This is an optimization exercise on Yosys and OpenROAD, whose aim is small area, a short achievable clock period and few clock cycles, not a production implementation.
Function was checked by simulation only, so behaviour that the tests miss may differ from the original.
Power is estimated from default activity; no workload was simulated.

// udp_tx_engine
module udp_tx_engine (
    input  wire        clk,
    input  wire        rst,
    input  wire        cmd_valid,
    output wire        cmd_ready,
    input  wire        cmd_op,
    input  wire [15:0] cmd_sport,
    input  wire [15:0] cmd_dport,
    input  wire [31:0] cmd_dst_ip,
    input  wire [15:0] cmd_len,
    input  wire        in_valid,
    output wire        in_ready,
    input  wire [7:0]  in_data,
    output wire        out_valid,
    input  wire        out_ready,
    output wire [7:0]  out_data,
    output wire        out_last,
    output wire        res_valid,
    output wire [1:0]  res_code,
    output wire [15:0] res_cksum
);
Size: roughly 990 cells after synthesis, about 180 flip-flops, roughly 130 I/O pins, roughly 0.0098 mm² of cells after synthesis.
clock: 6.0 ns
lec_check: 0
cap_margin: 20
core_margin: 2
core_utilization: 40
place_density: 0.6
slew_margin: 20
run.sh (not shown) runs the stock make flow with config.mk's settings and CLKGATE_MAP_FILE= SYNTH_SCRIPT=/design/flow/synth_recipe.tcl, a recipe that flattens the netlist after the stock synthesis.
The baseline went through all stages and came out clean.
Testbench counts at the start, summed over its fixed seeds: cycles 187,044.
Change:
SETUP_SLACK_MARGIN = 3   (was unset)
After rerunning:
- The changed run finished clean
- final area went up by 3.7%
- critical path depth stays the same
- routed wire length rose by 2.0%
- worst setup slack improved by 950 ps
- total power is higher by 5.1%
- sequential share of layout area decreases by 1.4 points
- fmax went up by 29%
- clock power increases by about 7%
- final cell count went up by 1.3%
- worst hold slack is about the same

wip/lagoon:
udp_tx_engine, a different RTL version from the one above (not shown whole).
Size in the first run: about 740 cells after synthesis, ~150 flip-flops, about 130 I/O pins.
## udp_tx_engine
module udp_tx_engine (
    input  wire        clk,
    input  wire        rst,
    input  wire        cmd_valid,
    output wire        cmd_ready,
    input  wire        cmd_op,
    input  wire [15:0] cmd_sport,
    input  wire [15:0] cmd_dport,
    input  wire [31:0] cmd_dst_ip,
    input  wire [15:0] cmd_len,
    input  wire        in_valid,
    output wire        in_ready,
    input  wire [7:0]  in_data,
    output wire        out_valid,
    input  wire        out_ready,
    output wire [7:0]  out_data,
    output wire        out_last,
    output wire        res_valid,
    output wire [1:0]  res_code,
    output wire [15:0] res_cksum
);
clock: 6.0 ns
lec_check: 0
cap_margin: 20
core_margin: 2
core_utilization: 40
cts_buf_list: sky130_fd_sc_hd__clkbuf_4 sky130_fd_sc_hd__clkbuf_8
place_density: 0.6
setup_slack_margin: 4.0
slew_margin: 20
standard.sh (not shown) runs the stock make flow with config.mk's settings and CLKGATE_MAP_FILE= SYNTH_SCRIPT=/design/flow/synth_recipe.tcl, a recipe that flattens the netlist after the stock synthesis.
==> flow/flow/run.sh <==
#!/bin/bash
# Layout flow: the standard ORFS flow, with small plain buffers (rather than
# the delay cell buffer_ports picks by default) as the port buffers.
set -euo pipefail
bash standard.sh BUFFER_PORTS_ARGS="-buffer_cell sky130_fd_sc_hd__buf_1" finish > orfs_make.log 2>&1
wip/lagoon ended with every stage complete and zero timing, DRC or antenna violations.
Testbench counts of wip/lagoon, summed over its fixed seeds: cycles 200,144.
Modified inputs, wip/onyx compared to wip/lagoon
# wip/lagoon
export LEC_CHECK = 0
export CAP_MARGIN = 20
export CORE_MARGIN = 2
export CORE_UTILIZATION = 40
export CTS_BUF_LIST = sky130_fd_sc_hd__clkbuf_4 sky130_fd_sc_hd__clkbuf_8
export PLACE_DENSITY = 0.6
export SETUP_SLACK_MARGIN = 4.0
export SLEW_MARGIN = 20
create_clock -name core_clock -period 6.0 [get_ports {clk}]
# wip/onyx
export LEC_CHECK = 0
export CAP_MARGIN = 20
export CORE_MARGIN = 2
export CORE_UTILIZATION = 40
export CTS_BUF_LIST = sky130_fd_sc_hd__clkbuf_4 sky130_fd_sc_hd__clkbuf_8
export PLACE_DENSITY = 0.6
export SETUP_SLACK_MARGIN = 3.5
export SLEW_MARGIN = 20
create_clock -name core_clock -period 6.0 [get_ports {clk}]
==> run summary <==
- Compared with wip/lagoon, in wip/onyx first-pass GRT wire length decreased by about 8% relative to the old numbers; largest net degree at the start of global routing increased by 33 relative to the old numbers; non-clock buffer contribution to total cell area decreased by 6.7 points relative to the old numbers.
- The area of all sequential standard cells in wip/onyx sits 0.40% below the value recorded for wip/lagoon.
- wip/onyx vs. wip/lagoon: leakage power went down by about 17%.
- Compare wip/lagoon and wip/onyx | number of fill cells higher: wip/onyx
- Compared to wip/lagoon, wip/onyx has routed wire length about 8% lower.
- Where total power is concerned, wip/lagoon is outperformed by wip/onyx.
- The lower number of cells traversed by the worst register-to-register path came out of wip/onyx.
- From wip/lagoon to wip/onyx the numbers moved as follows: combinational power went down by about 30%, final core utilization went down by 6.4 points.
diff inputs: wip/onyx => wip/juniper
# wip/onyx
export LEC_CHECK = 0
export CAP_MARGIN = 20
export CORE_MARGIN = 2
export CORE_UTILIZATION = 40
export CTS_BUF_LIST = sky130_fd_sc_hd__clkbuf_4 sky130_fd_sc_hd__clkbuf_8
export PLACE_DENSITY = 0.6
export SETUP_SLACK_MARGIN = 3.5
export SLEW_MARGIN = 20
create_clock -name core_clock -period 6.0 [get_ports {clk}]
# wip/juniper
export LEC_CHECK = 0
export CAP_MARGIN = 20
export CORE_MARGIN = 2
export CORE_UTILIZATION = 40
export CTS_BUF_LIST = sky130_fd_sc_hd__clkbuf_4 sky130_fd_sc_hd__clkbuf_8
export PLACE_DENSITY = 0.6
export SETUP_SLACK_MARGIN = 3.85
export SLEW_MARGIN = 20
create_clock -name core_clock -period 6.0 [get_ports {clk}]
## What came out
- Maximum number of pins on one net before global-route repair | wip/juniper above wip/onyx
- Max freq wip/onyx -> wip/juniper: improved
- For last weighted congestion value of the routability-driven placer, dividing the value from wip/onyx by the value from wip/juniper gives 1.15.
- Compared with wip/onyx, in wip/juniper routed wire length increased about 8%; clock network fraction of total power increased 1.7 points; global routing usage on met3 decreased 0.34 points.

## pepper
udp_tx_engine again, from the RTL that the note above started with.
Design udp_tx_engine, start of the top module:
module udp_tx_engine (
    input  wire        clk,
    input  wire        rst,
    input  wire        cmd_valid,
    output wire        cmd_ready,
    input  wire        cmd_op,
    input  wire [15:0] cmd_sport,
    input  wire [15:0] cmd_dport,
    input  wire [31:0] cmd_dst_ip,
    input  wire [15:0] cmd_len,
    input  wire        in_valid,
    output wire        in_ready,
    input  wire [7:0]  in_data,
    output wire        out_valid,
    input  wire        out_ready,
    output wire [7:0]  out_data,
    output wire        out_last,
    output wire        res_valid,
    output wire [1:0]  res_code,
    output wire [15:0] res_cksum
);
    localparam [15:0] MAX_PLEN = 16'd4054;    
    reg        cr;                  
    reg        c_ck, c_udp, c_nz;   
    reg        hv;                  
    reg [31:0] dst;
    reg [15:0] sp, dp;
    reg [5:0]  hidx;                
    reg        hs_q;                
    reg [7:0]  hb;                  
    reg [15:0] cnt;                 
    reg        cnz;                 
    reg        up;                  
    reg        ckb;                 
    reg        kv;                  
    reg        kodd;                
    reg        ir;                  
    reg        irm;                 
    reg [7:0]  sd;                  
    reg        sl;
    reg        sv;                  
    reg        ov;
    reg [7:0]  od;
    reg        ol;
    reg        rv, rck, rbig;
    function [15:0] dec16(input [15:0] a);       
        reg [15:0] z, zn;                        
        integer i, d;
        begin
            z = {~a[14:0], 1'b1};
            for (d = 1; d < 16; d = d * 2) begin
                for (i = 0; i < 16; i = i + 1)
                    zn[i] = (i >= d) ? (z[i] & z[i-d]) : z[i];
                z = zn;
            end
            dec16 = a ^ z;
        end
    endfunction
    function [11:0] add12(input [11:0] a, input [11:0] b);
        reg [11:0] g, p, gn, pn;
        integer i, d;
        begin
            g = {a[10:0] & b[10:0], 1'b0};
            p = {a[10:0] ^ b[10:0], 1'b0};
            for (d = 1; d < 12; d = d * 2) begin
                for (i = 0; i < 12; i = i + 1) begin
                    if (i >= d) begin
  ...
Settings: LEC_CHECK=0, CAP_MARGIN=20, CORE_MARGIN=2, CORE_UTILIZATION=40, CTS_BUF_LIST=sky130_fd_sc_hd__clkbuf_4 sky130_fd_sc_hd__clkbuf_8, PLACE_DENSITY=0.6, SETUP_SLACK_MARGIN=3.75, SLEW_MARGIN=20; clock period 6.0 ns.
Scripts as last shown in full above: flow/flow/run.sh
Testbench counts of pepper, summed over its fixed seeds: cycles 200,144.
Setup changes, pepper to violet
- a change of PLACE_DENSITY from 0.6 to 0.75
- a change of CORE_UTILIZATION from 40 to 55
--- outcome ---
Minimum hold slack, violet and pepper: larger value in pepper. violet -> pepper: number of hold violations in the final report delta 0, exact match. Going from pepper to violet, total power after layout went up by about 7%; routed wire length went up about 2.5%. For violet, the launch point of the critical path was kv, unlike pepper, where it was hidx[1]. Endpoint of the most critical setup path = od[6]: pepper; endpoint of the most critical setup path = cr: violet.
diff inputs: violet => willow
- swapping 3.75 for 3.6 in SETUP_SLACK_MARGIN
==> comparison <==
Re largest vdd supply drop: violet was lower than willow. Taking violet as the reference, in willow HPWL reported at the end of detailed placement rose about 0.8%; area growth from synthesis to final layout fell 6.0 points; number of cells on the critical path fell 1. Measured against violet, the maximum frequency of willow comes out at 0.941 times the reference value.

Setup of zinc:
The RTL this note starts from:
==> flow/design.v <==
module cksum_unit (
    input  wire        clk,
    input  wire        clear,       
    input  wire [15:0] init,        
    input  wire        step,        
    input  wire [7:0]  byte_in,
    output wire        carry,       
    output wire [7:0]  nx_q,        
    output wire [7:0]  ny_q,        
    output wire        c_q          
);
    reg [7:0] nx, ny;
    reg       c;
    function [8:0] add8c(input [7:0] a, input [7:0] b, input ci);
        reg [8:0] g, p, gn, pn;
        integer i, d;
        begin
            g = {a & b, ci};
            p = {a ^ b, 1'b0};
            for (d = 1; d < 9; d = d * 2) begin
                for (i = 0; i < 9; i = i + 1) begin
                    if (i >= d) begin
                        gn[i] = g[i] | (p[i] & g[i-d]);
                        pn[i] = p[i] & p[i-d];
                    end else begin
                        gn[i] = g[i];
                        pn[i] = p[i];
                    end
                end
                g = gn;
                p = pn;
            end
            add8c = {g[8], (a ^ b) ^ g[7:0]};
        end
    endfunction
    wire [8:0] add = add8c(~nx, byte_in, c);
    always @(posedge clk) begin
        if (clear) begin
            nx <= ~init[15:8];
            ny <= ~init[7:0];
            c <= 1'b0;
        end else if (step) begin
            nx <= ny;
            ny <= ~add[7:0];
            c <= add[8];
        end
    end
    assign carry = step ? add[8] : c;
    assign nx_q  = nx;
    assign ny_q  = ny;
    assign c_q   = c;
endmodule
module udp_tx_engine (
    input  wire        clk,
    input  wire        rst,
    input  wire        cmd_valid,
    output wire        cmd_ready,
    input  wire        cmd_op,
    input  wire [15:0] cmd_sport,
    input  wire [15:0] cmd_dport,
    input  wire [31:0] cmd_dst_ip,
    input  wire [15:0] cmd_len,
    input  wire        in_valid,
    output wire        in_ready,
    input  wire [7:0]  in_data,
    output wire        out_valid,
    input  wire        out_ready,
    output wire [7:0]  out_data,
    output wire        out_last,
    output wire        res_valid,
    output wire [1:0]  res_code,
    output wire [15:0] res_cksum
);
    localparam [15:0] MAX_PLEN = 16'd4054;    
    reg        cr;                  
    reg        c_ck, c_udp, c_nz;   
    reg        hv;                  
    reg [31:0] dst;
    reg [15:0] sp, dp;
    reg [5:0]  hidx;                
    reg        hs_q;                
    reg [7:0]  hb;                  
    reg [15:0] cnt;                 
    reg        cnz;                 
    reg        up;                  
    reg        ckb;                 
    reg        kv;                  
    reg        kodd;                
    reg        ir;                  
    reg        irm;                 
    reg [7:0]  sd;                  
    reg        sl;
    reg        sv;                  
    reg        ov;
    reg [7:0]  od;
    reg        ol;
    reg        rv, rck, rbig;
    function [15:0] dec16(input [15:0] a);       
        reg [15:0] z, zn;                        
        integer i, d;
        begin
            z = {~a[14:0], 1'b1};
            for (d = 1; d < 16; d = d * 2) begin
                for (i = 0; i < 16; i = i + 1)
                    zn[i] = (i >= d) ? (z[i] & z[i-d]) : z[i];
                z = zn;
            end
            dec16 = a ^ z;
        end
    endfunction
    function [11:0] add12(input [11:0] a, input [11:0] b);
        reg [11:0] g, p, gn, pn;
        integer i, d;
        begin
            g = {a[10:0] & b[10:0], 1'b0};
            p = {a[10:0] ^ b[10:0], 1'b0};
            for (d = 1; d < 12; d = d * 2) begin
                for (i = 0; i < 12; i = i + 1) begin
                    if (i >= d) begin
                        gn[i] = g[i] | (p[i] & g[i-d]);
                        pn[i] = p[i] & p[i-d];
                    end else begin
                        gn[i] = g[i];
                        pn[i] = p[i];
                    end
                end
                g = gn;
                p = pn;
            end
            add12 = a ^ b ^ g;
        end
    endfunction
    function [5:0] inc6(input [5:0] a);
        integer i;
        begin
            for (i = 0; i < 6; i = i + 1)
                inc6[i] = a[i] ^ (&(a | ~((6'd1 << i) - 6'd1)));
        end
    endfunction
    wire fire_ck  = cr & c_ck;
    wire fire_udp = cr & c_udp;
    wire fire_big = cr & ~c_ck & ~c_udp;
    wire in_fire  = in_valid & ir;
    wire pay_fire = in_fire & ~irm;
    wire ck_fire  = in_fire & irm;
    wire od_free  = ~ov | out_ready;
    wire hload    = od_free & (hv | fire_udp) & ~up & ~sv;
    wire hlast    = (hidx == 6'd41);
    wire xfer     = hload & hlast;            
    wire        cnt_one = (cnt == 16'd1);
    wire [15:0] cnt_dec = dec16(cnt);
    reg  [7:0] hc_byte;
    always @* begin
        case (hidx[3:0])
            4'd1:    hc_byte = {4'd0, cnt[11:8]};
            4'd2:    hc_byte = cnt[7:0];
            4'd3:    hc_byte = dst[31:24];
            4'd4:    hc_byte = dst[23:16];
            4'd5:    hc_byte = dst[15:8];
            4'd6:    hc_byte = dst[7:0];
            default: hc_byte = 8'd0;
        endcase
    end
    wire       cu_carry;
    wire [7:0] cu_nx, cu_ny;
    wire       cu_step = kv | hs_q | (ckb & ~cnz & (cu_carry_q | kodd));
    wire       cu_carry_q;
    cksum_unit u_cksum (
        .clk     (clk),
        .clear   (fire_udp | fire_ck),
        .init    (c_ck ? 16'h0000 : 16'hB53C),
        .step    (cu_step),
        .byte_in ((kv ? sd : 8'd0) | hb),
        .carry   (cu_carry),
        .nx_q    (cu_nx),
        .ny_q    (cu_ny),
        .c_q     (cu_carry_q)
    );
    wire kodd_n = fire_ck ? 1'b0 : (kodd ^ cu_step);
    wire [11:0] tot_len = add12(cnt[11:0], 12'd28);
    wire [11:0] udp_len = add12(cnt[11:0], 12'd8);
    reg [7:0] hbyte;
    always @* begin
        case (hidx)
            6'd0:  hbyte = 8'h52;  6'd1:  hbyte = 8'h55;  6'd2:  hbyte = 8'h0a;
            6'd3:  hbyte = 8'h00;  6'd4:  hbyte = 8'h02;  6'd5:  hbyte = 8'h02;
            6'd6:  hbyte = 8'h52;  6'd7:  hbyte = 8'h54;  6'd8:  hbyte = 8'h00;
            6'd9:  hbyte = 8'h12;  6'd10: hbyte = 8'h34;  6'd11: hbyte = 8'h56;
            6'd12: hbyte = 8'h08;  6'd13: hbyte = 8'h00;
            6'd14: hbyte = 8'h45;  6'd15: hbyte = 8'h00;
            6'd16: hbyte = {4'd0, tot_len[11:8]};
            6'd17: hbyte = tot_len[7:0];
            6'd22: hbyte = 8'd100; 6'd23: hbyte = 8'd17;
            6'd24: hbyte = cu_ny;
            6'd25: hbyte = cu_nx;
            6'd26: hbyte = 8'h0a;  6'd27: hbyte = 8'h00;
            6'd28: hbyte = 8'h02;  6'd29: hbyte = 8'h0f;
            6'd30: hbyte = dst[31:24]; 6'd31: hbyte = dst[23:16];
            6'd32: hbyte = dst[15:8];  6'd33: hbyte = dst[7:0];
            6'd34: hbyte = sp[15:8];   6'd35: hbyte = sp[7:0];
            6'd36: hbyte = dp[15:8];   6'd37: hbyte = dp[7:0];
            6'd38: hbyte = {4'd0, udp_len[11:8]};
            6'd39: hbyte = udp_len[7:0];
            default: hbyte = 8'h00;
        endcase
    end
    wire fire    = fire_udp | fire_ck;
    wire hv_n    = (hv & ~xfer) | fire_udp;
    wire up_n    = xfer ? cnz : (up & ~(pay_fire & cnt_one));
    wire cnz_n   = fire ? c_nz : (in_fire ? ~cnt_one : cnz);
    wire ck_done = rv & rck;                  
    wire ck_res_n = ckb & ~ck_done & ~cnz & ~cu_carry & ~kodd_n;
    wire ckb_n   = (ckb & ~ck_done) | fire_ck;
    wire sv_n    = od_free ? 1'b0 : (sv | pay_fire);
    wire ir_pay_n = up_n & ~sv_n;
    wire ir_ck_n  = ckb_n & cnz_n & ~sv_n;
    wire len_big = (cmd_len > MAX_PLEN);
    wire cr_n = cmd_valid & ~cr & ~hv_n & ~up_n & (~ckb_n | ck_res_n);
    always @(posedge clk) begin
        if (rst) begin
            cr   <= 1'b0;
            hv   <= 1'b0;
            hidx <= 6'd0;
            hs_q <= 1'b0;
            up   <= 1'b0;
            ckb  <= 1'b0;
            kv   <= 1'b0;
            kodd <= 1'b0;
            ir   <= 1'b0;
            irm  <= 1'b0;
            sv   <= 1'b0;
            ov   <= 1'b0;
            rv   <= 1'b0;
            rck  <= 1'b0;
            rbig <= 1'b0;
        end else begin
            cr   <= cr_n;
            hv   <= hv_n;
            if (hload) hidx <= hlast ? 6'd0 : inc6(hidx);
            hs_q <= hload & (hidx >= 6'd1) & (hidx <= 6'd9);
            up   <= up_n;
            ckb  <= ckb_n;
            kv   <= ck_fire;
            kodd <= kodd_n;
            ir   <= ir_pay_n | ir_ck_n;
            irm  <= ir_ck_n;
            sv   <= sv_n;
            if (od_free) ov <= sv | pay_fire | hload;
            rv   <= ck_res_n | fire_udp | fire_big;
            rck  <= ck_res_n;
            rbig <= fire_big;
        end
    end
    always @(posedge clk) begin
        c_ck  <= cmd_op;
        c_udp <= ~cmd_op & ~len_big;
        c_nz  <= (cmd_len != 16'd0);
        if (fire_udp) begin
            dst <= cmd_dst_ip;
            sp  <= cmd_sport;
            dp  <= cmd_dport;
        end
        hb <= hc_byte;
        if (fire)         cnt <= cmd_len;
        else if (in_fire) cnt <= cnt_dec;
        cnz <= cnz_n;
        if (ir) begin
            sd <= in_data;
            sl <= cnt_one;
        end
        if (od_free) begin
            if (sv) begin
                od <= sd;
                ol <= sl;
            end else if (ir & ~irm) begin
                od <= in_data;
                ol <= cnt_one;
            end else begin
                od <= hbyte;
                ol <= hlast & ~cnz;
            end
        end
    end
    assign cmd_ready = cr;
    assign in_ready  = ir;
    assign out_valid = ov;
    assign out_data  = od;
    assign out_last  = ol;
    assign res_valid = rv;
    assign res_code  = {rbig, 1'b0};
    assign res_cksum = {cu_nx, cu_ny};
endmodule
==> flow/config.mk <==
export PLATFORM = sky130hd
export DESIGN_NAME = udp_tx_engine
export DESIGN_NICKNAME = udp_tx_engine
export VERILOG_FILES = /design/flow/design.v
export SDC_FILE = /design/flow/constraint.sdc
export NUM_CORES = 4
export LEC_CHECK = 0
export CAP_MARGIN = 20
export CORE_MARGIN = 2
export CORE_UTILIZATION = 40
export PLACE_DENSITY = 0.6
export SETUP_SLACK_MARGIN = 4.0
export SLEW_MARGIN = 20
==> flow/constraint.sdc <==
create_clock -name core_clock -period 6.0 [get_ports {clk}]
set_input_delay 1.2000 -clock core_clock [delete_from_list [all_inputs] [get_ports {clk}]]
set_output_delay 1.2000 -clock core_clock [all_outputs]
set_load 0.01 [all_outputs]
==> flow/flow/run.sh <==
#!/bin/bash
# Layout flow: the standard ORFS flow, with plain buffers (rather than
# the delay cell buffer_ports picks by default) as the port buffers.
set -euo pipefail
bash standard.sh BUFFER_PORTS_ARGS="-buffer_cell sky130_fd_sc_hd__buf_2" finish > orfs_make.log 2>&1
Testbench counts of zinc, summed over its fixed seeds: cycles 200,144.
Here is what was changed in the inputs of xenon compared with zinc.
# zinc
export LEC_CHECK = 0
export CAP_MARGIN = 20
export CORE_MARGIN = 2
export CORE_UTILIZATION = 40
export PLACE_DENSITY = 0.6
export SETUP_SLACK_MARGIN = 4.0
export SLEW_MARGIN = 20
create_clock -name core_clock -period 6.0 [get_ports {clk}]
# xenon
export LEC_CHECK = 0
export CAP_MARGIN = 20
export CORE_MARGIN = 2
export CORE_UTILIZATION = 40
export CTS_BUF_LIST = sky130_fd_sc_hd__clkbuf_4 sky130_fd_sc_hd__clkbuf_8
export PLACE_DENSITY = 0.6
export SETUP_SLACK_MARGIN = 3.6
export SLEW_MARGIN = 20
create_clock -name core_clock -period 6.0 [get_ports {clk}]
==> flow/flow/run.sh <==
#!/bin/bash
# Layout flow: the standard ORFS flow, with small plain buffers (rather than
# the delay cell buffer_ports picks by default) as the port buffers.
set -euo pipefail
bash standard.sh BUFFER_PORTS_ARGS="-buffer_cell sky130_fd_sc_hd__buf_1" finish > orfs_make.log 2>&1
- Run comparison: zinc worst-path cell with the longest stage delay sky130_fd_sc_hd__or4_4; xenon worst-path cell with the longest stage delay sky130_fd_sc_hd__edfxtp_1
- Highest cell delay on the worst timing path (higher): xenon
- Diff zinc -> xenon: wire length moved down, share of the core filled with cells went down 6.4 points, proportion of power drawn by the clock network decreased by 8.7 points relative to the old numbers.

afterwards: timing with drivers on the ports:
The flow's constraints put no driver on any port. The routed layouts listed below were extracted and timed again, unchanged, in two steps. Step 1 assumes that a clkbuf_16 drives the clock port and a buf_2 every other input. Step 2 adds t to the input delays and takes it off the output delays; t is the mean of the earliest and latest rising clock arrival at the registers after step 1. Input paths then give back, and output paths get back, about the clock's delay inside the block. a / b / c = ideal / step 1 / step 2; a / b = the first two.
run	t, ns	setup WS [ns]	clock arrival spread, ns
the first run of note 1	0.486	1.800 / 1.800 / 1.800	0.010 / 0.011
the second run of note 1	0.475	2.748 / 2.748 / 2.621	0.015 / 0.015
wip/lagoon	0.486	3.669 / 3.669 / 3.409	0.015 / 0.015
wip/onyx	0.505	3.572 / 3.544 / 3.212	0.012 / 0.012
wip/juniper	0.491	3.710 / 3.694 / 3.431	0.016 / 0.016
pepper	0.489	3.647 / 3.647 / 3.329	0.013 / 0.013
violet	0.497	3.699 / 3.699 / 3.394	0.014 / 0.015
willow	0.491	3.554 / 3.554 / 3.242	0.020 / 0.020
zinc	0.462	3.685 / 3.685 / 3.474	0.010 / 0.009
xenon	0.496	3.646 / 3.607 / 3.316	0.020 / 0.020
After both steps setup and hold are still met in every run listed. For wip/onyx, which loses most, drivers alone change the setup slack by -0.028 ns; drivers and shift together by -0.360 ns.
